This is an optimization exercise on Yosys and OpenROAD, whose aim is small area, a short achievable clock period and few clock cycles, not a production implementation.
RTL that was checked went through simulation tests only; none was proved equivalent to the original.
For run 3, only the layout was checked, not whether the RTL still works.

## flow/design.v

```verilog
module sig_engine (
    input  wire         clk,
    input  wire         rst,        
    input  wire         start,
    input  wire [511:0] key,        
    input  wire [6:0]   keylen,     
    input  wire [15:0]  len,        
    input  wire         in_valid,
    input  wire [7:0]   in_data,
    output wire         in_ready,
    output wire         done,
    output wire         err,
    output wire [255:0] mac,
    output wire [15:0]  crc
);
    localparam integer FW = 3;             
    localparam integer NF = 1 << FW;
    localparam [1:0] B_KI = 2'd0,          
                     B_M  = 2'd1,          
                     B_KO = 2'd2,          
                     B_OU = 2'd3;          
    localparam [255:0] IV = {32'h6a09e667, 32'hbb67ae85, 32'h3c6ef372, 32'ha54ff53a,
                             32'h510e527f, 32'h9b05688c, 32'h1f83d9ab, 32'h5be0cd19};
    function [31:0] rotr(input [31:0] x, input integer n);
        rotr = (x >> n) | (x << (32 - n));
    endfunction
    function [31:0] kconst(input [5:0] i);
        case (i)
            6'd0:  kconst = 32'h428a2f98; 6'd1:  kconst = 32'h71374491;
            6'd2:  kconst = 32'hb5c0fbcf; 6'd3:  kconst = 32'he9b5dba5;
            6'd4:  kconst = 32'h3956c25b; 6'd5:  kconst = 32'h59f111f1;
            6'd6:  kconst = 32'h923f82a4; 6'd7:  kconst = 32'hab1c5ed5;
            6'd8:  kconst = 32'hd807aa98; 6'd9:  kconst = 32'h12835b01;
            6'd10: kconst = 32'h243185be; 6'd11: kconst = 32'h550c7dc3;
            6'd12: kconst = 32'h72be5d74; 6'd13: kconst = 32'h80deb1fe;
            6'd14: kconst = 32'h9bdc06a7; 6'd15: kconst = 32'hc19bf174;
            6'd16: kconst = 32'he49b69c1; 6'd17: kconst = 32'hefbe4786;
            6'd18: kconst = 32'h0fc19dc6; 6'd19: kconst = 32'h240ca1cc;
            6'd20: kconst = 32'h2de92c6f; 6'd21: kconst = 32'h4a7484aa;
            6'd22: kconst = 32'h5cb0a9dc; 6'd23: kconst = 32'h76f988da;
            6'd24: kconst = 32'h983e5152; 6'd25: kconst = 32'ha831c66d;
            6'd26: kconst = 32'hb00327c8; 6'd27: kconst = 32'hbf597fc7;
            6'd28: kconst = 32'hc6e00bf3; 6'd29: kconst = 32'hd5a79147;
            6'd30: kconst = 32'h06ca6351; 6'd31: kconst = 32'h14292967;
            6'd32: kconst = 32'h27b70a85; 6'd33: kconst = 32'h2e1b2138;
            6'd34: kconst = 32'h4d2c6dfc; 6'd35: kconst = 32'h53380d13;
            6'd36: kconst = 32'h650a7354; 6'd37: kconst = 32'h766a0abb;
            6'd38: kconst = 32'h81c2c92e; 6'd39: kconst = 32'h92722c85;
            6'd40: kconst = 32'ha2bfe8a1; 6'd41: kconst = 32'ha81a664b;
            6'd42: kconst = 32'hc24b8b70; 6'd43: kconst = 32'hc76c51a3;
            6'd44: kconst = 32'hd192e819; 6'd45: kconst = 32'hd6990624;
            6'd46: kconst = 32'hf40e3585; 6'd47: kconst = 32'h106aa070;
            6'd48: kconst = 32'h19a4c116; 6'd49: kconst = 32'h1e376c08;
            6'd50: kconst = 32'h2748774c; 6'd51: kconst = 32'h34b0bcb5;
            6'd52: kconst = 32'h391c0cb3; 6'd53: kconst = 32'h4ed8aa4a;
            6'd54: kconst = 32'h5b9cca4f; 6'd55: kconst = 32'h682e6ff3;
            6'd56: kconst = 32'h748f82ee; 6'd57: kconst = 32'h78a5636f;
            6'd58: kconst = 32'h84c87814; 6'd59: kconst = 32'h8cc70208;
            6'd60: kconst = 32'h90befffa; 6'd61: kconst = 32'ha4506ceb;
            6'd62: kconst = 32'hbef9a3f7; default: kconst = 32'hc67178f2;
        endcase
    endfunction
    reg          busy;        
    reg          done_q, err_q;
    reg  [31:0]  H [0:7];
    reg  [31:0]  a, b, c, d, e, f, g, h;
    reg  [31:0]  win [0:15];  
    reg  [31:0]  kw;
    reg          wv;          
    reg          kv;          
    reg  [15:0]  rem;         
    reg  [1:0]   bidx;        
    reg  [23:0]  acc;
    reg          padw;        
    reg  [15:0]  crc_q;
    reg  [3:0]   dwr;         
    reg  [32:0]  fifo [0:NF-1];   
    reg  [FW-1:0] wp, rp;
    reg  [FW:0]  fcnt;
    reg  [1:0]   pt;          
    reg  [5:0]   jp;          
    reg          padp;        
    reg          pfin;        
    reg          pend;        
    reg  [5:0]   jk;
    reg  [1:0]   rt;          
    reg  [5:0]   jr;
    reg          fa;          
    wire        ffull  = fcnt[FW];
    wire        fempty = (fcnt == 0);
    wire        in_on  = busy && (rem != 16'd0);
    assign in_ready = in_on && !(bidx == 2'd3 && ffull);
    wire        take   = in_valid && in_ready;
    wire        wr_word = take && (bidx == 2'd3);
    wire        flush  = busy && (rem == 16'd0) && !padw && !ffull;
    wire        wr_dig = (dwr != 4'd0);
    wire        fwr    = wr_word || flush || wr_dig;
    reg  [31:0] flush_word;
    always @(*) begin
        case (bidx)
            2'd0:    flush_word = 32'h80000000;
            2'd1:    flush_word = {acc[7:0], 24'h800000};
            2'd2:    flush_word = {acc[15:0], 16'h8000};
            default: flush_word = {acc[23:0], 8'h80};
        endcase
    end
    wire        dig_a  = (dwr > 4'd4);
    wire [32:0] fwdata = wr_word ? {1'b0, acc, in_data} :
                         flush   ? {1'b1, flush_word} :
                                   {1'b0, dig_a ? H[3] : H[7]};
    reg  [15:0] crc_next;
    integer ci;
    always @(*) begin
        crc_next = crc_q ^ {in_data, 8'h00};
        for (ci = 0; ci < 8; ci = ci + 1)
            crc_next = crc_next[15] ? ((crc_next << 1) ^ 16'h1021) : (crc_next << 1);
    end
    wire [31:0] w1  = win[1];
    wire [31:0] w14 = win[14];
    wire [31:0] s0_w = rotr(w1, 7) ^ rotr(w1, 18) ^ (w1 >> 3);
    wire [31:0] s1_w = rotr(w14, 17) ^ rotr(w14, 19) ^ (w14 >> 10);
    function [63:0] csa(input [31:0] x, input [31:0] y, input [31:0] z);
        csa = {((x & y) | (x & z) | (y & z)) << 1, x ^ y ^ z};
    endfunction
    wire [63:0] sw1 = csa(win[9], win[0], s0_w);
    wire [63:0] sw2 = csa(sw1[31:0], sw1[63:32], s1_w);
    wire [31:0] w_sched = sw2[31:0] + sw2[63:32];
    reg  [31:0] kword;
    integer kb;
    always @(*) begin
        for (kb = 0; kb < 4; kb = kb + 1)
            kword[31 - 8*kb -: 8] = (({jp[3:0], 2'b00} + kb) < keylen) ?
                                    key[{jp[3:0], 2'b00, 3'b000} + 8*kb +: 8] : 8'h00;
    end
    wire [31:0] kpad = (pt == B_KO) ? 32'h5c5c5c5c : 32'h36363636;
    wire [19:0] bitlen = {len + 17'd64, 3'b000};
    wire [FW-1:0] ra  = (pt == B_OU) ? {{(FW-3){1'b0}}, jp[2], ~jp[1:0]} : rp;
    wire [32:0]   fhd = fifo[ra];
    reg  [31:0] src;
    reg         src_ok;
    reg         src_fifo;
    always @(*) begin
        src      = 32'h0;
        src_ok   = 1'b1;
        src_fifo = 1'b0;
        if (jp[5:4] != 2'b00) begin
            src = w_sched;
        end else begin
            case (pt)
                B_KI, B_KO: src = kword ^ kpad;
                B_M: begin
                    if (!padp) begin
                        src      = fhd[31:0];
                        src_ok   = !fempty;
                        src_fifo = 1'b1;
                    end else if (jp[3:0] == 4'd15 && pfin) begin
                        src = {12'h000, bitlen};
                    end
                end
                default: begin
                    if (!jp[3]) begin
                        src      = fhd[31:0];
                        src_ok   = !fempty;
                        src_fifo = 1'b1;
                    end else if (jp[3:0] == 4'd8) begin
                        src = 32'h80000000;
                    end else if (jp[3:0] == 4'd15) begin
                        src = 32'h00000300;
                    end
                end
            endcase
        end
    end
    wire round_fire = kv && !fa;
    wire kw_fire    = wv && (!kv || round_fire);
    wire push_fire  = busy && !pend && src_ok && (!wv || kw_fire);
    wire frd        = push_fire && src_fifo;
    wire [31:0] sum1 = rotr(e, 6) ^ rotr(e, 11) ^ rotr(e, 25);
    wire [31:0] ch   = (e & f) ^ (~e & g);
    wire [31:0] sum0 = rotr(a, 2) ^ rotr(a, 13) ^ rotr(a, 22);
    wire [31:0] maj  = (a & b) ^ (a & c) ^ (b & c);
    wire [63:0] ra1 = csa(h, kw, ch);
    wire [63:0] ra2 = csa(maj, sum0, sum1);
    wire [63:0] ra3 = csa(ra1[31:0], ra1[63:32], ra2[31:0]);
    wire [63:0] ra4 = csa(ra3[31:0], ra3[63:32], ra2[63:32]);
    wire [31:0] a_new = ra4[31:0] + ra4[63:32];
    wire [63:0] re1 = csa(d, h, kw);
    wire [63:0] re2 = csa(re1[31:0], re1[63:32], ch);
    wire [63:0] re3 = csa(re2[31:0], re2[63:32], sum1);
    wire [31:0] e_new = re3[31:0] + re3[63:32];
    wire        ff_iv = (rt == B_KI) || (rt == B_KO);
    wire [1:0]  ffi   = fa ? 2'd0 : ~jr[1:0] + 2'd1;   
    reg  [31:0] iva, ive;
    always @(*) begin
        case (ffi)
            2'd0: begin iva = IV[255:224]; ive = IV[127:96]; end
            2'd1: begin iva = IV[223:192]; ive = IV[95:64];  end
            2'd2: begin iva = IV[191:160]; ive = IV[63:32];  end
            default: begin iva = IV[159:128]; ive = IV[31:0]; end
        endcase
    end
    wire [31:0] suma = (ff_iv ? iva : H[3]) + a;
    wire [31:0] sume = (ff_iv ? ive : H[7]) + e;
    wire        ff_step = fa || (round_fire && jr >= 6'd61);
    wire        last_m = (rt == B_M) && (pt != B_M);
    wire start_ok = start && !busy;
    integer i;
    always @(posedge clk) begin
        if (rst) begin
            busy   <= 1'b0;
            done_q <= 1'b0;
            err_q  <= 1'b0;
        end else begin
            done_q <= 1'b0;
            if (start_ok) begin
                err_q  <= (keylen > 7'd64);
                done_q <= (keylen > 7'd64);
                busy   <= (keylen <= 7'd64);
            end else if (busy && fa && rt == B_OU) begin
                busy   <= 1'b0;
                done_q <= 1'b1;
            end
        end
    end
    always @(posedge clk) begin
        if (start_ok) begin
            rem   <= len;
            bidx  <= 2'd0;
            padw  <= 1'b0;
            crc_q <= 16'hffff;
            dwr   <= 4'd0;
            wp    <= {FW{1'b0}};
            rp    <= {FW{1'b0}};
            fcnt  <= {(FW+1){1'b0}};
            pt    <= B_KI;
            jp    <= 6'd0;
            padp  <= 1'b0;
            pfin  <= 1'b0;
            pend  <= 1'b0;
            jk    <= 6'd0;
            rt    <= B_KI;
            jr    <= 6'd0;
            fa    <= 1'b0;
            wv    <= 1'b0;
            kv    <= 1'b0;
            {a, b, c, d, e, f, g, h} <= IV;
        end else begin
            if (take) begin
                rem   <= rem - 16'd1;
                bidx  <= bidx + 2'd1;
                acc   <= {acc[15:0], in_data};
                crc_q <= crc_next;
            end
            if (flush) begin
                padw <= 1'b1;
                bidx <= 2'd0;
            end
            if (wr_dig) begin
                dwr  <= dwr - 4'd1;
            end
            if (fwr) begin
                fifo[wp] <= fwdata;
                wp <= wp + 1'b1;
            end
            if (last_m && fa) begin
                wp <= {FW{1'b0}};
                rp <= {FW{1'b0}};
            end
            if (frd)
                rp <= rp + 1'b1;
            if (fwr && !frd)
                fcnt <= fcnt + 1'b1;
            else if (!fwr && frd)
                fcnt <= fcnt - 1'b1;
            if (push_fire) begin
                for (i = 0; i < 15; i = i + 1)
                    win[i] <= win[i+1];
                win[15] <= src;
                jp <= jp + 6'd1;
                if (pt == B_M && jp[5:4] == 2'b00) begin
                    if (!padp) begin
                        if (fhd[32]) begin
                            padp <= 1'b1;
                            if (jp[3:0] <= 4'd13)
                                pfin <= 1'b1;
                        end
                    end else if (jp[3:0] == 4'd0) begin
                        pfin <= 1'b1;
                    end
                end
                if (jp == 6'd63) begin
                    case (pt)
                        B_KI: pt <= B_M;
                        B_M:  if (pfin) pt <= B_KO;
                        B_KO: pt <= B_OU;
                        default: pend <= 1'b1;
                    endcase
                end
            end
            if (kw_fire) begin
                kw <= kconst(jk) + win[15];
                jk <= jk + 6'd1;
            end
            if (push_fire)
                wv <= 1'b1;
            else if (kw_fire)
                wv <= 1'b0;
            if (kw_fire)
                kv <= 1'b1;
            else if (round_fire)
                kv <= 1'b0;
            if (round_fire) begin
                h <= g; g <= f; f <= e; e <= e_new;
                d <= c; c <= b; b <= a; a <= a_new;
                jr <= jr + 6'd1;
                if (jr == 6'd63)
                    fa <= 1'b1;
            end
            if (ff_step || (wr_dig && dig_a)) begin
                H[0] <= suma; H[1] <= H[0]; H[2] <= H[1]; H[3] <= H[2];
            end
            if (ff_step || (wr_dig && !dig_a)) begin
                H[4] <= sume; H[5] <= H[4]; H[6] <= H[5]; H[7] <= H[6];
            end
            if (fa) begin
                fa <= 1'b0;
                if (last_m) begin
                    {a, b, c, d, e, f, g, h} <= IV;
                    dwr <= 4'd8;
                end else begin
                    {a, b, c, d, e, f, g, h} <= {suma, H[0], H[1], H[2], sume, H[4], H[5], H[6]};
                end
                case (rt)
                    B_KI: rt <= B_M;
                    B_M:  if (last_m) rt <= B_KO;
                    B_KO: rt <= B_OU;
                    default: ;
                endcase
            end
        end
    end
    assign done = done_q;
    assign err  = err_q;
    assign mac  = {H[0], H[1], H[2], H[3], H[4], H[5], H[6], H[7]};
    assign crc  = crc_q;
endmodule
```

## flow/run.sh

```bash
#!/bin/bash
# synth_recipe.tcl (not shown) runs the flow's synth.tcl, then flattens the netlist and writes it again
# the make line also repeats each setting of config.mk as NAME=value (left out here)
make -C /OpenROAD-flow-scripts/flow DESIGN_CONFIG=/design/flow/config.mk WORK_HOME=/design/flow/orfs CLKGATE_MAP_FILE= SYNTH_SCRIPT=/design/flow/synth_recipe.tcl finish
```

## flow/config.mk

```make
export PLATFORM = sky130hd
export DESIGN_NAME = sig_engine
export DESIGN_NICKNAME = sig_engine
export VERILOG_FILES = /design/flow/design.v
export SDC_FILE = /design/flow/constraint.sdc
export NUM_CORES = 4
export LEC_CHECK = 0
export ABC_CLOCK_PERIOD_IN_PS = 5000
export CAP_MARGIN = 20
export CORE_MARGIN = 2
export CORE_UTILIZATION = 40
export PLACE_DENSITY = 0.6
export SETUP_SLACK_MARGIN = 4.5
export SLEW_MARGIN = 20
```

## flow/constraint.sdc

```tcl
create_clock -name core_clock -period 10.0 [get_ports {clk}]
set_input_delay 2.0000 -clock core_clock [delete_from_list [all_inputs] [get_ports {clk}]]
set_output_delay 2.0000 -clock core_clock [all_outputs]
set_load 0.01 [all_outputs]
```

==> results.txt, run 1 <==
Synth Area in Compound Gates - 11.0%
CTS max path bufs - 3
WP data required - 10750 ps
wire length on met1 - 113000 um
Yosys top cell by area - edfxtp_1
share of cells above drive strength 1 - 10.1%
FF-to-FF setup slack - 4610 ps
Skew-Pair Late Insertion Delay - 860 ps
critical-path cell list - a21o_1 -> o21ai_1 -> fa_1 -> fa_1 -> inv_1 -> fa_1 -> ha_1 -> or3_1 -> o21bai_1 -> a31o_2 -> a221o_1 -> a311o_1 -> a31oi_1 -> xor2_1 -> nor2_1 -> a221o_1
period utilization - 53.9%
slowest stage cell on the critical path - fa_1
Area Overhead vs Synth - 21.4%
CP startpoint kind - flop
delay-heaviest family, CP - compound AO/OA/AOI/OAI gates
top_reg_cell synth - edfxtp_1
fin area - 95800 um2
Placed Area - 89800 um2
WHS Path Cells - 0
CTS Sinks - 1456
Inst Count DP - 9655
most used cell, CP - fa_1
metal2 WL - 155000 um
relative slew slack - 19.4%
Post-Syn Nets - 7568
drc violations - 0
initial antenna violation count - 62
RSZ-0062 raised after global routing - no
Vias/cell - 5.78
number of buffers created by CTS - 160
register bit total from synthesis - 1456
CP endpoint kind - flop
R2R depth - 16
number of flops mapped to enable cells by yosys - 1104
synth top area cells - edfxtp_1, dfxtp_1, fa_1
crit path max fanout - 7
unique cell type count in the Yosys netlist - 91
Final Hold Viols - 0
Synth Area in XOR/XNOR - 5.34%
Total Routing Usage GR - 31.6%
Critical Path AT - 6130 ps
CTS tree - done
final net count - 8259
Post-Synth Adder-Cell Area - 11.1%
Yosys top cell area share - 42.0%
GPL Wtd Cong - 0.977
end of the critical path - a[28]$_SDFFE_PP0P_
fraction of registers with async set/reset - 0%
Die Width - 448 um
# hold bufs at CTS - 0
number of DRC markers in iteration 0 - 5907
Most flops, register - win
worst-margin pin slew - 1200 ps
remaining global-route overflow - 0
Cell Area, Synth - 78900 um2
CORE AREA - 197000 um2
skew final - 58.7 ps
biggest regs - win: 512 flops, fifo: 264 flops, H: 256 flops
f_max - 186 MHz
Starting Density - 40.1%
vias - 57878
die height - 448 um
worst min path class - reg -> reg
WL/cell - 32.3 um
fin cells - 10009
max-cap viol count - 0
site row count - 163
CP max stage delay - 570 ps
outcome - complete, no violations
CTS Root Buffer Type - clkbuf_16
Final Slew Violations - 0
CP Buf/Inv Count - 1
reg2reg start - a[6]$_SDFFE_PP1P_
uppermost layer routed - met5
die area - 201000 um2
Detailed Place HPWL - 247000 um
met3 wire length - 23300 um
worst r2r dst - a[28]$_SDFFE_PP0P_
final setup fails - 0
IO Pins - 822
minimum clock period - 5390 ps
CP Depth - 16
max FFs per register - 512
synth warn - 3
pin count of the biggest net entering global routing - 213
Pre-antenna DRT Iters - 6
largest family of logic cells by synthesized area - adder cells
syn_area_per_cell - 12.2 um2
setup TNS - 0 ps
PortBufs - 821
DRT antenna net count - 0
vias in the first global route - 56323
WL final - 323000 um
CP Class - reg -> reg
H-tree levels - 4
Seq/Total Area, Yosys - 50.9%
mux contribution to synthesized area - 10.2%
Synth Area in Simple Gates - 7.68%
first-pass GRT wire length - 439000 um
Worst-path clk slew - 70 ps
Crit. Startpoint - a[6]$_SDFFE_PP1P_
post-synthesis cell count - 6495
synthesized netlist by cell type (all sizes together) (11+ instances only):
cell type and instances:
o31ai 20, o2111ai 11, xor2 153, nor2 440
nor3b 11, nor4 11, o21ai 367, a21oi 324
nand4 18, fa 281, nand2b 35, nor2b 37
nand2 567, nor3 77, o22ai 40, a31oi 125
ha 245, o311ai 12, and2 19, a311oi 15
nand3 63, a221oi 19, edfxtp 1104, and3 24
a211oi 44, inv 359, buf 86, a22oi 18
clkbuf 299, o21a 56, mux4 230, o211ai 46
mux2i 281, or2 20, a21o 124, o21bai 22
dfxtp 352, xnor2 328, a221o 15, o221ai 24
or3 29
final cells by class:
class / instances / area [um2]
Tap cell: 2640 / 3300
Sequential cell: 1456 / 40300
Clock inverter: 102 / 1270
Timing Repair Buffer: 914 / 8960
Multi-Input combinational cell: 4293 / 36300
Fill cell: 17661 / 101000
Clock buffer: 194 / 4260
Inverter: 361 / 1360
Antenna cell: 49 / 123
placed cells by master, fill, tap and decap left out, drive strengths merged, types with 44 or more instances in the layout:
| master | n |
|---|---|
| fa | 281 |
| nand3 | 63 |
| xnor2 | 328 |
| mux2i | 281 |
| a21o | 124 |
| nand2 | 567 |
| nor2 | 440 |
| xor2 | 153 |
| buf | 93 |
| nor3 | 77 |
| a211oi | 44 |
| o21a | 56 |
| inv | 370 |
| diode | 49 |
| o21ai | 367 |
| clkinv | 69 |
| a21oi | 324 |
| mux4 | 230 |
| clkdlybuf4s50 | 820 |
| a31oi | 125 |
| ha | 245 |
| o211ai | 46 |
| dfxtp | 352 |
| clkbuf | 194 |
| edfxtp | 1104 |
layer usage:
metal	up-vias	global-route usage [%]
li1	25141	-
met5	-	0
met3	732	5.74
met2	2844	51.9
met1	29131	35.7
met4	30	27.0
how the worst min path moves through the flow:
| stage | startpoint | slack, ps | end |
|---|---|---|---|
| 2_1_floorplan | win[11][0]$_DFFE_PP_ | 400 | win[10][0]$_DFFE_PP_ |
| 3_3_place_gp | win[6][22]$_DFFE_PP_ | 400 | win[5][22]$_DFFE_PP_ |
| 3_5_place_dp | win[11][14]$_DFFE_PP_ | 400 | win[10][14]$_DFFE_PP_ |
| 4_1_cts | win[13][15]$_DFFE_PP_ | 390 | win[12][15]$_DFFE_PP_ |
| 5_1_grt | win[10][16]$_DFFE_PP_ | 420 | win[9][16]$_DFFE_PP_ |
| 6_report | win[13][15]$_DFFE_PP_ | 390 | win[12][15]$_DFFE_PP_ |
cells by family (layout without fill, tap and decap cells):
group,after synthesis,count (layout)
flip-flops,1456,1456
AND/OR/NAND/NOR,1383,1383
AO/OA/AOI/OAI,1375,1375
buffers and inverters,746,1571
adder cells (fa/ha/maj),535,535
multiplexers,519,519
XOR/XNOR,481,481
other,0,49
worst reg2reg max path, stage by stage, from the launching register on:
cell	delay, ps
dfxtp_1	470
a21o_1	230
o21ai_1	380
fa_1	570
fa_1	550
inv_1	50
fa_1	450
ha_1	250
or3_1	370
o21bai_1	180
a31o_2	310
a221o_1	430
a311o_1	350
a31oi_1	220
xor2_1	170
nor2_1	50
a221o_1	260
what timing repair did:
| item | in CTS | in global routing |
|---|---|---|
| pin swaps | 2 | 5 |
| setup buffers | 1 | 5 |
| hold endpoints to repair | 0 | 0 |
| setup endpoints to repair | 42 | 27 |
| resized for setup | 38 | 58 |
stage by stage:
stage / setup WS, ps / hold slack, ps / util [%]
final: 4610 / 393 / 48.7
after global routing: 4490 / 418 / 48.7
after CTS: 4500 / 385 / 48.5
after detailed placement: 3880 / 405 / 45.6
after global placement: 4060 / 400 / 45.6
after floorplan: 3350 / 400 / -
Testbench counts, summed over its fixed seeds: cycles 49,790.
==> inputs of run 2 (changes only) <==
--- a/flow/design.v
+++ b/flow/design.v
@@ -88,9 +88,9 @@
     reg          fa;          
     wire        ffull  = fcnt[FW];
     wire        fempty = (fcnt == 0);
-    wire        in_on  = busy && (rem != 16'd0);
-    assign in_ready = in_on && !(bidx == 2'd3 && ffull);
-    wire        take   = in_valid && in_ready;
+    reg         in_ready_q;   
+    assign in_ready = in_ready_q;
+    wire        take   = in_valid && in_ready_q;
     wire        wr_word = take && (bidx == 2'd3);
     wire        flush  = busy && (rem == 16'd0) && !padw && !ffull;
     wire        wr_dig = (dwr != 4'd0);
@@ -189,7 +189,8 @@
     wire [63:0] re3 = csa(re2[31:0], re2[63:32], sum1);
     wire [31:0] e_new = re3[31:0] + re3[63:32];
     wire        ff_iv = (rt == B_KI) || (rt == B_KO);
-    wire [1:0]  ffi   = fa ? 2'd0 : ~jr[1:0] + 2'd1;   
+    reg  [1:0]  ffc;          
+    wire [1:0]  ffi   = ~ffc;
     reg  [31:0] iva, ive;
     always @(*) begin
         case (ffi)
@@ -204,6 +205,19 @@
     wire        ff_step = fa || (round_fire && jr >= 6'd61);
     wire        last_m = (rt == B_M) && (pt != B_M);
     wire start_ok = start && !busy;
+    wire        busy_n = rst ? 1'b0 :
+                         start_ok ? (keylen <= 7'd64) :
+                         (busy && fa && rt == B_OU) ? 1'b0 : busy;
+    wire        remnz_n = start_ok ? (len != 16'd0) :
+                          take ? (rem != 16'd1) : (rem != 16'd0);
+    wire [1:0]  bidx_n = start_ok ? 2'd0 : flush ? 2'd0 :
+                         take ? bidx + 2'd1 : bidx;
+    wire        frd_n  = push_fire && src_fifo;
+    wire [FW:0] fcnt_n = start_ok ? {(FW+1){1'b0}} :
+                         (fwr && !frd_n) ? fcnt + 1'b1 :
+                         (!fwr && frd_n) ? fcnt - 1'b1 : fcnt;
+    always @(posedge clk)
+        in_ready_q <= busy_n && remnz_n && !(bidx_n == 2'd3 && fcnt_n[FW]);
     integer i;
     always @(posedge clk) begin
         if (rst) begin
@@ -240,6 +254,7 @@
             jk    <= 6'd0;
             rt    <= B_KI;
             jr    <= 6'd0;
+            ffc   <= 2'd0;
             fa    <= 1'b0;
             wv    <= 1'b0;
             kv    <= 1'b0;
@@ -316,6 +331,8 @@
                 if (jr == 6'd63)
                     fa <= 1'b1;
             end
+            if (ff_step)
+                ffc <= ffc + 2'd1;
             if (ff_step || (wr_dig && dig_a)) begin
                 H[0] <= suma; H[1] <= H[0]; H[2] <= H[1]; H[3] <= H[2];
             end
==> flow/config.mk (replaced) <==
export PLATFORM = sky130hd
export DESIGN_NAME = sig_engine
export DESIGN_NICKNAME = sig_engine
export VERILOG_FILES = /design/flow/design.v
export SDC_FILE = /design/flow/constraint.sdc
export NUM_CORES = 4
export LEC_CHECK = 0
export CAP_MARGIN = 20
export CORE_MARGIN = 2
export CORE_UTILIZATION = 60
export PLACE_DENSITY = 0.72
export SETUP_SLACK_MARGIN = 5
export SLEW_MARGIN = 20
==> results.txt, run 2 <==
WL final - 299000 um
site row count - 133
RSZ-0062 raised after global routing - yes
setup TNS - 0 ps
outcome - complete, no violations
Seq/Total Area, Yosys - 50.9%
unique cell type count in the Yosys netlist - 85
WHS Path Cells - 0
Area Overhead vs Synth - 20.4%
pin count of the biggest net entering global routing - 201
Most flops, register - win
Final Hold Viols - 0
Yosys top cell area share - 42.0%
skew final - 32.1 ps
fin cells - 9141
most common cell after layout, fill and taps aside - edfxtp_1
die area - 135000 um2
CTS max path bufs - 3
first-pass GRT wire length - 414000 um
Inst Count DP - 8777
Cell Area, Synth - 79000 um2
R2R depth - 17
synth cell count leaders - edfxtp_1, nand2_1, nor2_1
crit path max fanout - 7
Hold Path End - win[12][30]$_DFFE_PP_
top-count cell post-synth - edfxtp_1
DRT antenna net count - 0
number of flops mapped to enable cells by yosys - 1104
Final Slew Violations - 0
max FFs per register - 512
remaining global-route overflow - 0
relative slew slack - 15.5%
Yosys top cell by area - edfxtp_1
number of DRC markers in iteration 0 - 8746
biggest regs - win: 512 flops, fifo: 264 flops, H: 256 flops
Detailed Place HPWL - 223000 um
PortBufs - 821
CP startpoint kind - flop
initial antenna violation count - 75
die height - 367 um
final net count - 8289
Die Width - 367 um
period utilization - 50.9%
fraction of registers with async set/reset - 0%
WP data required - 10700 ps
CTS tree - done
CP Buf/Inv Count - 1
CTS Sinks - 1459
Critical Path AT - 5800 ps
number of buffers created by CTS - 151
share of cells above drive strength 1 - 11.5%
worst r2r dst - a[30]$_SDFFE_PP1P_
Hold Path Origin - win[13][30]$_DFFE_PP_
worst min path class - reg -> reg
CP max stage delay - 550 ps
Vias/cell - 6.59
CP endpoint kind - flop
top_reg_cell synth - edfxtp_1
CTS Root Buffer Type - clkbuf_16
WL/cell - 32.7 um
IO Pins - 822
Pre-antenna DRT Iters - 18
H-tree levels - 4
max-cap viol count - 0
syn_area_per_cell - 12.2 um2
drc violations - 0
delay-heaviest family, CP - compound AO/OA/AOI/OAI gates
Post-Syn Nets - 7578
CORE AREA - 131000 um2
register bit total from synthesis - 1459
commonest cells after routing, fill and taps aside - edfxtp_1, clkdlybuf4s50_1, nand2_1
f_max - 196 MHz
FF-to-FF setup slack - 4910 ps
Total Routing Usage GR - 43.5%
post-synthesis cell count - 6502
Filler cells - 9064
most used cell, CP - fa_1
synth warn - 3
final setup fails - 0
synth top area cells - edfxtp_1, dfxtp_1, fa_1
Worst-path clk slew - 60 ps
vias - 60229
critical-path cell list - xor2_1 -> xnor2_2 -> fa_1 -> fa_1 -> inv_1 -> fa_1 -> ha_1 -> a21oi_1 -> o221ai_1 -> a31oi_2 -> a21oi_4 -> a221o_1 -> o211a_1 -> o31ai_4 -> nor3b_1 -> o31ai_1 -> a2bb2oi_1
reg2reg start - a[11]$_SDFFE_PP0P_
worst-margin pin slew - 1260 ps
vias in the first global route - 56790
slowest stage cell on the critical path - fa_1
Skew-Pair Late Insertion Delay - 820 ps
Starting Density - 60.3%
CP Class - reg -> reg
GPL Wtd Cong - 1.05
minimum clock period - 5090 ps
run 2: cell families (layout without fill, tap and decap cells):
family | Yosys count | in the layout | share of synthesized area (%)
multiplexers | 533 | 533 | 10.4
adder cells (fa/ha/maj) | 538 | 538 | 11.2
XOR/XNOR | 481 | 481 | 5.33
AO/OA/AOI/OAI | 1408 | 1408 | 11.2
flip-flops | 1459 | 1459 | 50.9
buffers and inverters | 762 | 1596 | 3.81
AND/OR/NAND/NOR | 1321 | 1323 | 7.23
other | 0 | 48 | 0
run 2: final cells by class:
| type | instances | area (um2) | share of cell area [%] |
|---|---|---|---|
| Timing Repair Buffer | 935 | 9130 | 9.59 |
| Tap cell | 1755 | 2200 | 2.31 |
| Inverter | 383 | 1440 | 1.52 |
| Multi-Input combinational cell | 4283 | 36700 | 38.6 |
| Sequential cell | 1459 | 40400 | 42.5 |
| Clock buffer | 188 | 4030 | 4.24 |
| Antenna cell | 48 | 120 | 0.126 |
| Clock inverter | 90 | 1040 | 1.10 |
run 2: metrics by stage:
stage          instance area, um2  setup slack, ps  hold slack [ps]  util [%]
2_1_floorplan               79100             4760              400         -
3_3_place_gp                88700             3530              400      67.6
3_5_place_dp                88700             3520              405      67.6
4_1_cts                     94200             4920              410      71.9
5_1_grt                     95100             4840              415      72.5
6_report                    95100             4910              404      72.5
run 2: per-layer routing:
| layer | share of wire, % | routed length (um) | global-route usage [%] |
|---|---|---|---|
| met1 | 34 | 102000 | 53.8 |
| met2 | 45 | 133000 | 65.0 |
| met3 | 12 | 35900 | 11.5 |
| met4 | 9.3 | 27900 | 34.3 |
| met5 | 0.087 | 260 | 0 |
run 2: how the worst max path moves through the flow:
stage / endpoint / depth (start not counted) / from / slack (ps)
floorplan: H[0][0]$_DFFE_PP_ / 6 / start / 4760
global placement: flop / 11 / start / 3530
detailed placement: flop / 11 / start / 3520
CTS: a[30]$_SDFFE_PP1P_ / 18 / e[13]$_SDFFE_PP0P_ / 4920
global route: a[30]$_SDFFE_PP1P_ / 17 / e[14]$_SDFFE_PP1P_ / 4840
finish: a[30]$_SDFFE_PP1P_ / 17 / a[11]$_SDFFE_PP0P_ / 4910
run 2: repair_timing:
action                     CTS  global route
setup buffers                7            29
gates resized for setup    126           126
setup endpoints to repair  168            43
cloned                       2             0
hold buffers                 0             0
pin swaps                    9            38
Testbench counts of run 2, summed over its fixed seeds: cycles 49,790.
==> inputs of run 3 (changes only) <==
--- a/flow/design.v
+++ b/flow/design.v
@@ -172,22 +172,20 @@
         end
     end
     wire round_fire = kv && !fa;
-    wire kw_fire    = wv && (!kv || round_fire);
+    wire kw_fire    = wv && (!kv || round_fire) && (jk != 6'd0 || jr == 6'd0);
     wire push_fire  = busy && !pend && src_ok && (!wv || kw_fire);
     wire frd        = push_fire && src_fifo;
     wire [31:0] sum1 = rotr(e, 6) ^ rotr(e, 11) ^ rotr(e, 25);
     wire [31:0] ch   = (e & f) ^ (~e & g);
     wire [31:0] sum0 = rotr(a, 2) ^ rotr(a, 13) ^ rotr(a, 22);
     wire [31:0] maj  = (a & b) ^ (a & c) ^ (b & c);
-    wire [63:0] ra1 = csa(h, kw, ch);
-    wire [63:0] ra2 = csa(maj, sum0, sum1);
-    wire [63:0] ra3 = csa(ra1[31:0], ra1[63:32], ra2[31:0]);
-    wire [63:0] ra4 = csa(ra3[31:0], ra3[63:32], ra2[63:32]);
-    wire [31:0] a_new = ra4[31:0] + ra4[63:32];
-    wire [63:0] re1 = csa(d, h, kw);
-    wire [63:0] re2 = csa(re1[31:0], re1[63:32], ch);
-    wire [63:0] re3 = csa(re2[31:0], re2[63:32], sum1);
-    wire [31:0] e_new = re3[31:0] + re3[63:32];
+    wire [63:0] ra1 = csa(kw, ch, maj);
+    wire [63:0] ra2 = csa(ra1[31:0], ra1[63:32], sum0);
+    wire [63:0] ra3 = csa(ra2[31:0], ra2[63:32], sum1);
+    wire [31:0] a_new = ra3[31:0] + ra3[63:32];
+    wire [63:0] re1 = csa(d, kw, ch);
+    wire [63:0] re2 = csa(re1[31:0], re1[63:32], sum1);
+    wire [31:0] e_new = re2[31:0] + re2[63:32];
     wire        ff_iv = (rt == B_KI) || (rt == B_KO);
     reg  [1:0]  ffc;          
     wire [1:0]  ffi   = ~ffc;
@@ -204,6 +202,10 @@
     wire [31:0] sume = (ff_iv ? ive : H[7]) + e;
     wire        ff_step = fa || (round_fire && jr >= 6'd61);
     wire        last_m = (rt == B_M) && (pt != B_M);
+    wire [31:0] h_src = round_fire ? g :
+                        fa ? (last_m ? IV[31:0] : H[6]) : h;
+    wire [63:0] rk1 = csa(h_src, kconst(jk), win[15]);
+    wire [31:0] hk_new = rk1[31:0] + rk1[63:32];
     wire start_ok = start && !busy;
     wire        busy_n = rst ? 1'b0 :
                          start_ok ? (keylen <= 7'd64) :
@@ -313,7 +315,7 @@
                 end
             end
             if (kw_fire) begin
-                kw <= kconst(jk) + win[15];
+                kw <= hk_new;
                 jk <= jk + 6'd1;
             end
             if (push_fire)
==> flow/flow/run.sh (new file) <==
#!/bin/bash
# Standard layout, with the timing repair aiming below the clock period.
set -e
export SETUP_SLACK_MARGIN=6.0
bash standard.sh > standard.log 2>&1
==> flow/standard.sh (new file) <==
#!/bin/bash
# synth_recipe.tcl (not shown) runs the flow's synth.tcl, then flattens the netlist and writes it again
# the make line also repeats each setting of config.mk as NAME=value (left out here)
make -C /OpenROAD-flow-scripts/flow DESIGN_CONFIG=/design/flow/config.mk WORK_HOME=/design/flow/orfs CLKGATE_MAP_FILE= SYNTH_SCRIPT=/design/flow/synth_recipe.tcl "${@:-finish}"
==> flow/config.mk (replaced) <==
export PLATFORM = sky130hd
export DESIGN_NAME = sig_engine
export DESIGN_NICKNAME = sig_engine
export VERILOG_FILES = /design/flow/design.v
export SDC_FILE = /design/flow/constraint.sdc
export NUM_CORES = 4
export LEC_CHECK = 0
export ABC_AREA = 1
export CAP_MARGIN = 20
export CORE_MARGIN = 2
export CORE_UTILIZATION = 45
export PLACE_DENSITY = 0.65
export SLEW_MARGIN = 20
removed: flow/run.sh
==> results.txt, run 3 <==
setup TNS - 0 ps
vias in the first global route - 71603
Final Slew Violations - 0
CORE AREA - 183000 um2
period utilization - 41.9%
unique cell type count in the Yosys netlist - 65
Die Width - 433 um
remaining global-route overflow - 0
skew final - 62.9 ps
Synth Area in Compound Gates - 10.3%
relative slew slack - 20.6%
final setup fails - 0
Vias/cell - 5.90
die area - 188000 um2
Synth Area in XOR/XNOR - 3.74%
vias - 77156
initial antenna violation count - 51
WP data required - 10560 ps
number of buffers created by CTS - 158
die height - 433 um
most common cell after layout, fill and taps aside - nand2_1
Final Hold Viols - 0
max-cap viol count - 0
drc violations - 0
critical-path cell list - buf_4 -> buf_6 -> xnor2_4 -> xor2_1 -> inv_1 -> fa_1 -> fa_1 -> ha_2 -> inv_2 -> fa_2 -> inv_2 -> nand2_4 -> o21ai_4 -> buf_6 -> a21boi_4 -> o21ai_4 -> nand3_2 -> nand2_2 -> xor2_2 -> nand2_1 -> nand2_2
WL final - 414000 um
pin count of the biggest net entering global routing - 178
CP startpoint kind - flop
slowest stage cell on the critical path - fa_1
minimum clock period - 4190 ps
delay-heaviest family, CP - adder cells
# hold bufs at CTS - 0
worst-margin pin slew - 1190 ps
max FFs per register - 512
CTS Root Buffer Type - clkbuf_16
site row count - 157
Skew-Pair Late Insertion Delay - 880 ps
crit path max fanout - 3
Synth Area in Simple Gates - 20.2%
Post-Syn Nets - 10374
H-tree levels - 4
worst min path class - reg -> reg
number of flops mapped to enable cells by yosys - 1104
mux contribution to synthesized area - 0.225%
Yosys top cell area share - 40.0%
Area Overhead vs Synth - 29.2%
outcome - complete, no violations
Cell Area, Synth - 83000 um2
DRT antenna net count - 0
register bit total from synthesis - 1459
Post-Synth Adder-Cell Area - 9.84%
post-synthesis cell count - 9326
FF-to-FF setup slack - 5810 ps
synth warn - 3
share of cells above drive strength 1 - 15.0%
WL/cell - 31.7 um
top-count cell post-synth - nand2_1
CP Class - reg -> reg
synth cell count leaders - nand2_1, edfxtp_1, inv_1
Seq/Total Area, Yosys - 48.5%
Total Routing Usage GR - 42.9%
Placed Area - 93600 um2
Worst-path clk slew - 60 ps
IO Pins - 822
syn_area_per_cell - 8.89 um2
synth top area cells - edfxtp_1, nand2_1, dfxtp_1
commonest cells after routing, fill and taps aside - nand2_1, edfxtp_1, inv_1
final net count - 11477
Hold Slack - 405 ps
Starting Density - 45.3%
Pre-antenna DRT Iters - 8
Yosys top cell by area - edfxtp_1
largest family of logic cells by synthesized area - simple AND/OR/NAND/NOR gates
CTS tree - done
CP max stage delay - 520 ps
PortBufs - 821
f_max - 239 MHz
biggest regs - win: 512 flops, fifo: 264 flops, H: 256 flops
CP Buf/Inv Count - 6
CTS max path bufs - 3
Critical Path AT - 4750 ps
RSZ-0062 raised after global routing - yes
CTS Sinks - 1459
top_reg_cell synth - edfxtp_1
Most flops, register - win
fin area - 107000 um2
post-layout util - 58.5%
CP endpoint kind - flop
number of DRC markers in iteration 0 - 10286
first-pass GRT wire length - 559000 um
Detailed Place HPWL - 306000 um
fraction of registers with async set/reset - 0%
GPL Wtd Cong - 1.08
run 3: cell count changes in the layout (fill, tap and decap cells not counted), sizes merged, moves of 87 or more:
cell   change
mux4     -226
a31oi     -87
mux2i    -277
o21ai    +113
nand2   +1802
nand3    +573
nand4    +105
a21oi    +161
inv      +727
xnor2    -179
a21o     -114
buf      +395
nor2     +300
run 3: area by class of cell:
| type | count | area (um2) |
|---|---|---|
| Antenna cell | 45 | 113 |
| Timing Repair Buffer | 1343 | 13200 |
| Sequential cell | 1459 | 40500 |
| Clock inverter | 90 | 1230 |
| Multi-Input combinational cell | 6347 | 40400 |
| Timing Repair inverter | 4 | 32.5 |
| Inverter | 1116 | 4330 |
| Tap cell | 2464 | 3080 |
| Clock buffer | 200 | 4200 |
| Fill cell | 16018 | 75900 |
run 3: cell families (layout without fill, tap and decap cells):
family / count (synthesis) / in the layout
flops: 1459 / 1459
buf+inv: 1524 / 2753
compound gates: 1441 / 1441
simple gates: 4027 / 4031
mux: 18 / 18
xor+xnor: 354 / 354
other cells: 0 / 45
fa+ha+maj: 503 / 503
run 3: final timing paths:
check / from / end / cells after the start
worst max-delay path: win[1][19]$_DFFE_PP_ / win[15][31]$_DFFE_PP_ / 21
worst min-delay path: win[3][2]$_DFFE_PP_ / win[2][2]$_DFFE_PP_ / 0
worst min register to register: win[3][2]$_DFFE_PP_ / win[2][2]$_DFFE_PP_ / 0
worst max register to register: win[1][19]$_DFFE_PP_ / win[15][31]$_DFFE_PP_ / 21
run 3: layer usage:
layer / vias to the layer above / track usage [%] / share of wire (%)
met2: 5004 / 62.4 / 43
met3: 1207 / 13.0 / 12
met4: 18 / 34.2 / 9.5
li1: 33436 / - / -
met1: 37491 / 52.9 / 36
met5: - / 0.234 / 0.026
run 3: worst reg2reg max path, cell delays in order, from the launching register on:
cell and delay (ps):
edfxtp_1 440, buf_4 170, buf_6 130, xnor2_4 160, xor2_1 160, inv_1 90
fa_1 460, fa_1 520, ha_2 200, inv_2 50, fa_2 390, inv_2 100
nand2_4 60, o21ai_4 170, buf_6 130, a21boi_4 60, o21ai_4 190, nand3_2 90
nand2_2 90, xor2_2 70, nand2_1 100, nand2_2 90
run 3: stage by stage:
step,instances,setup slack (ps)
after floorplan,9326,592
after global placement,12313,3850
after detailed placement,12313,3830
after CTS,12893,5770
after global routing,13039,5710
final,13068,5810
run 3: what timing repair did:
item / CTS / global route
setup buffers: 276 / 121
cloned: 14 / 6
pin swaps: 88 / 186
gates resized for setup: 684 / 531
setup endpoints to repair: 1455 / 1040
==> inputs of run 4 (changes only) <==
--- a/flow/design.v
+++ b/flow/design.v
@@ -95,6 +95,8 @@
     wire        flush  = busy && (rem == 16'd0) && !padw && !ffull;
     wire        wr_dig = (dwr != 4'd0);
     wire        fwr    = wr_word || flush || wr_dig;
+    wire        word_slot = in_ready_q && (bidx == 2'd3);
+    wire        fslot  = word_slot || flush || wr_dig;
     reg  [31:0] flush_word;
     always @(*) begin
         case (bidx)
@@ -105,7 +107,7 @@
         endcase
     end
     wire        dig_a  = (dwr > 4'd4);
-    wire [32:0] fwdata = wr_word ? {1'b0, acc, in_data} :
+    wire [32:0] fwdata = word_slot ? {1'b0, acc, in_data} :
                          flush   ? {1'b1, flush_word} :
                                    {1'b0, dig_a ? H[3] : H[7]};
     reg  [15:0] crc_next;
@@ -115,16 +117,17 @@
         for (ci = 0; ci < 8; ci = ci + 1)
             crc_next = crc_next[15] ? ((crc_next << 1) ^ 16'h1021) : (crc_next << 1);
     end
-    wire [31:0] w1  = win[1];
+    reg  [31:0] pre;
+    wire [31:0] w2  = win[2];
     wire [31:0] w14 = win[14];
-    wire [31:0] s0_w = rotr(w1, 7) ^ rotr(w1, 18) ^ (w1 >> 3);
+    wire [31:0] s0_w = rotr(w2, 7) ^ rotr(w2, 18) ^ (w2 >> 3);
     wire [31:0] s1_w = rotr(w14, 17) ^ rotr(w14, 19) ^ (w14 >> 10);
     function [63:0] csa(input [31:0] x, input [31:0] y, input [31:0] z);
         csa = {((x & y) | (x & z) | (y & z)) << 1, x ^ y ^ z};
     endfunction
-    wire [63:0] sw1 = csa(win[9], win[0], s0_w);
-    wire [63:0] sw2 = csa(sw1[31:0], sw1[63:32], s1_w);
-    wire [31:0] w_sched = sw2[31:0] + sw2[63:32];
+    wire [63:0] sw1 = csa(win[10], win[1], s0_w);
+    wire [31:0] pre_new = sw1[31:0] + sw1[63:32];
+    wire [31:0] w_sched = s1_w + pre;
     reg  [31:0] kword;
     integer kb;
     always @(*) begin
@@ -204,7 +207,8 @@
     wire        last_m = (rt == B_M) && (pt != B_M);
     wire [31:0] h_src = round_fire ? g :
                         fa ? (last_m ? IV[31:0] : H[6]) : h;
-    wire [63:0] rk1 = csa(h_src, kconst(jk), win[15]);
+    reg  [31:0] kq;           
+    wire [63:0] rk1 = csa(h_src, kq, win[15]);
     wire [31:0] hk_new = rk1[31:0] + rk1[63:32];
     wire start_ok = start && !busy;
     wire        busy_n = rst ? 1'b0 :
@@ -254,6 +258,7 @@
             pfin  <= 1'b0;
             pend  <= 1'b0;
             jk    <= 6'd0;
+            kq    <= kconst(6'd0);
             rt    <= B_KI;
             jr    <= 6'd0;
             ffc   <= 2'd0;
@@ -275,10 +280,10 @@
             if (wr_dig) begin
                 dwr  <= dwr - 4'd1;
             end
-            if (fwr) begin
+            if (fslot)
                 fifo[wp] <= fwdata;
+            if (fwr)
                 wp <= wp + 1'b1;
-            end
             if (last_m && fa) begin
                 wp <= {FW{1'b0}};
                 rp <= {FW{1'b0}};
@@ -293,6 +298,7 @@
                 for (i = 0; i < 15; i = i + 1)
                     win[i] <= win[i+1];
                 win[15] <= src;
+                pre <= pre_new;
                 jp <= jp + 6'd1;
                 if (pt == B_M && jp[5:4] == 2'b00) begin
                     if (!padp) begin
@@ -316,6 +322,7 @@
             end
             if (kw_fire) begin
                 kw <= hk_new;
+                kq <= kconst(jk + 6'd1);
                 jk <= jk + 6'd1;
             end
             if (push_fire)
==> flow/flow/run.sh (replaced) <==
#!/bin/bash
# Standard layout, with the timing repair aiming below the clock period.
set -e
export SETUP_SLACK_MARGIN=5.5
bash standard.sh > standard.log 2>&1
--- a/flow/config.mk
+++ b/flow/config.mk
@@ -5,7 +5,6 @@
 export SDC_FILE = /design/flow/constraint.sdc
 export NUM_CORES = 4
 export LEC_CHECK = 0
-export ABC_AREA = 1
 export CAP_MARGIN = 20
 export CORE_MARGIN = 2
 export CORE_UTILIZATION = 45
==> results.txt, run 4 <==
synth top area cells - edfxtp_1, dfxtp_1, mux4_2
Starting Density - 45.3%
outcome - complete, no violations
most common cell after layout, fill and taps aside - edfxtp_1
site row count - 155
CP max stage delay - 580 ps
Cell Area, Synth - 81000 um2
f_max - 214 MHz
first-pass GRT wire length - 459000 um
CTS Root Buffer Type - clkbuf_16
# hold bufs at CTS - 0
vias in the first global route - 59996
initial antenna violation count - 45
Yosys top cell by area - edfxtp_1
Vias/cell - 6.04
Critical Path AT - 5420 ps
Pre-antenna DRT Iters - 6
Seq/Total Area, Yosys - 49.7%
register bit total from synthesis - 1459
setup TNS - 0 ps
mux contribution to synthesized area - 9.80%
Hold Slack - 392 ps
CORE AREA - 179000 um2
slowest stage cell on the critical path - fa_1
most used cell, CP - fa_1
CTS Sinks - 1459
Die Width - 428 um
IO Pins - 822
Synth Area in Compound Gates - 11.9%
DRT antenna net count - 0
Synth Area in Simple Gates - 8.64%
FF-to-FF setup slack - 5320 ps
post-synthesis cell count - 7087
minimum clock period - 4680 ps
GPL Wtd Cong - 1.07
WL/cell - 32.0 um
relative slew slack - 15.0%
Worst-path clk slew - 60 ps
synth cell count leaders - edfxtp_1, nand2_1, inv_1
die height - 428 um
max-cap viol count - 0
number of flops mapped to enable cells by yosys - 1104
crit path max fanout - 4
Yosys top cell area share - 40.9%
skew final - 45.4 ps
biggest regs - win: 480 flops, fifo: 264 flops, H: 256 flops
Skew-Pair Late Insertion Delay - 850 ps
PortBufs - 821
fraction of registers with async set/reset - 0%
syn_area_per_cell - 11.4 um2
Final Slew Violations - 0
max FFs per register - 480
commonest cells after routing, fill and taps aside - edfxtp_1, clkdlybuf4s50_1, nand2_1
Post-Syn Nets - 8138
RSZ-0062 raised after global routing - yes
CTS max path bufs - 3
top_reg_cell synth - edfxtp_1
CP Class - reg -> reg
Area Overhead vs Synth - 23.7%
WL final - 333000 um
Most flops, register - win
pin count of the biggest net entering global routing - 140
Synth Area in XOR/XNOR - 5.46%
number of buffers created by CTS - 156
die area - 183000 um2
H-tree levels - 4
worst-margin pin slew - 1240 ps
remaining global-route overflow - 0
top-count cell post-synth - edfxtp_1
final net count - 8957
number of DRC markers in iteration 0 - 7589
CP startpoint kind - flop
Detailed Place HPWL - 251000 um
worst min path class - reg -> reg
vias - 62813
Post-Synth Adder-Cell Area - 9.87%
share of cells above drive strength 1 - 13.2%
CP endpoint kind - flop
final setup fails - 0
CTS tree - done
Final Hold Viols - 0
drc violations - 0
unique cell type count in the Yosys netlist - 87
synth warn - 3
period utilization - 46.8%
post-layout util - 56.1%
largest family of logic cells by synthesized area - compound AO/OA/AOI/OAI gates
Total Routing Usage GR - 35.3%
critical-path cell list - mux2i_4 -> fa_1 -> fa_1 -> fa_1 -> inv_2 -> ha_4 -> inv_2 -> fa_2 -> nor2b_2 -> o31a_1 -> o211ai_1 -> o21a_2 -> o22a_4 -> o21ai_4 -> a21oi_2 -> xnor2_1 -> a221o_1 -> o211a_1
WP data required - 10730 ps
## run 4: cell count changes after synthesis, sizes merged, moves of 227 or more
cell   before  now
nand2    2329  673
nand3     643   97
inv      1113  574
nor2      750  476
mux2i      13  273
mux4        0  227
## run 4: repair_timing
item / CTS / global route
gates cloned: 5 / 7
gates resized for setup: 277 / 209
setup endpoints to repair: 667 / 442
pin swaps: 49 / 82
setup buffers: 54 / 75
## run 4: per-stage QoR
step / worst slack, ps / std cells / area (um2)
global route: 5200 / 10398 / 100000
CTS: 5360 / 10309 / 98500
floorplan: 4900 / 7087 / 81200
finish: 5320 / 10408 / 100000
global placement: 3980 / 9961 / 91700
detailed placement: 4030 / 9961 / 91700
## run 4: layout make-up
type | instances | area (um2)
sequential | 1459 | 40500
clock inverter | 87 | 1080
tap | 2355 | 2950
inverter | 576 | 2190
multi-input combinational | 4651 | 38700
antenna | 16 | 40.0
clock buffer | 202 | 4160
timing repair buffer | 1062 | 10600
fill | 14930 | 78400
## run 4: logic make-up after synthesis
kind of cell,count (synthesis)
AOI/OAI and AO/OA,1533
buffers and inverters,977
and+or+nand+nor,1599
xor gates and xnor gates,504
DFF,1459
adders and majority gates,507
muxes,508
## run 4: path summary, 6_finish.rpt
kind,startpoint,to,cells after the start
max,e[1]$_SDFFE_PP1P_,a[21]$_SDFFE_PP0P_,18
min,win[3][6]$_DFFE_PP_,win[2][6]$_DFFE_PP_,0
max reg2reg,e[1]$_SDFFE_PP1P_,a[21]$_SDFFE_PP0P_,18
min reg2reg,win[3][6]$_DFFE_PP_,win[2][6]$_DFFE_PP_,0
## run 4: metal layers
metal,vias up,global-route usage [%],share of wire (%)
li1,27160,-,-
met1,31531,47.4,40
met2,3365,53.2,44
met3,729,8.56,9.6
met4,28,18.1,6.1
met5,-,0,0.062
## run 4: critical path: cells and delay by family, from the launching register on
| kind | cells | cell delay (ps) |
|---|---|---|
| AOI/OAI and AO/OA | 8 | 1650 |
| xor gates and xnor gates | 1 | 130 |
| adders and majority gates | 5 | 2000 |
| buffers and inverters | 2 | 120 |
| DFF | 1 | 350 |
| muxes | 1 | 190 |
| and+or+nand+nor | 1 | 140 |
Testbench counts of run 4, summed over its fixed seeds: cycles 49,790.

static timing again, ports no longer ideal:
How much do the figures lean on ideal ports? The routed layouts below were timed once more, with nothing changed but the port constraints. Step 1, drivers: a clkbuf_16 drives clk and a buf_2 each remaining input, both assumed. Step 2 moves the port delays by t, midway between the first and last clock arrival at a register: inputs arrive t later, outputs are due t later. That takes back most of the time a late clock gives input paths. a / b / c = no drivers / after step 1 / after step 2; a / b = the first two.
run | t (ns) | setup WS [ns] | worst data-port slew with drivers (ns) | pins driven straight from the clock port
run 1 | 0.920 | 4.612 / 4.611 / 4.080 | 0.44 | 1
run 2 | 0.881 | 4.906 / 4.906 / 4.393 | 0.40 | 1
run 3 | 0.945 | 5.813 / 5.813 / 4.907 | 0.23 | 1
run 4 | 0.922 | 5.318 / 5.318 / 4.715 | 0.37 | 1
After both steps setup and hold are still met in every run listed. The setup slack of run 3, which loses most, moves by 0.000 ns with the drivers and by -0.906 ns with both steps.
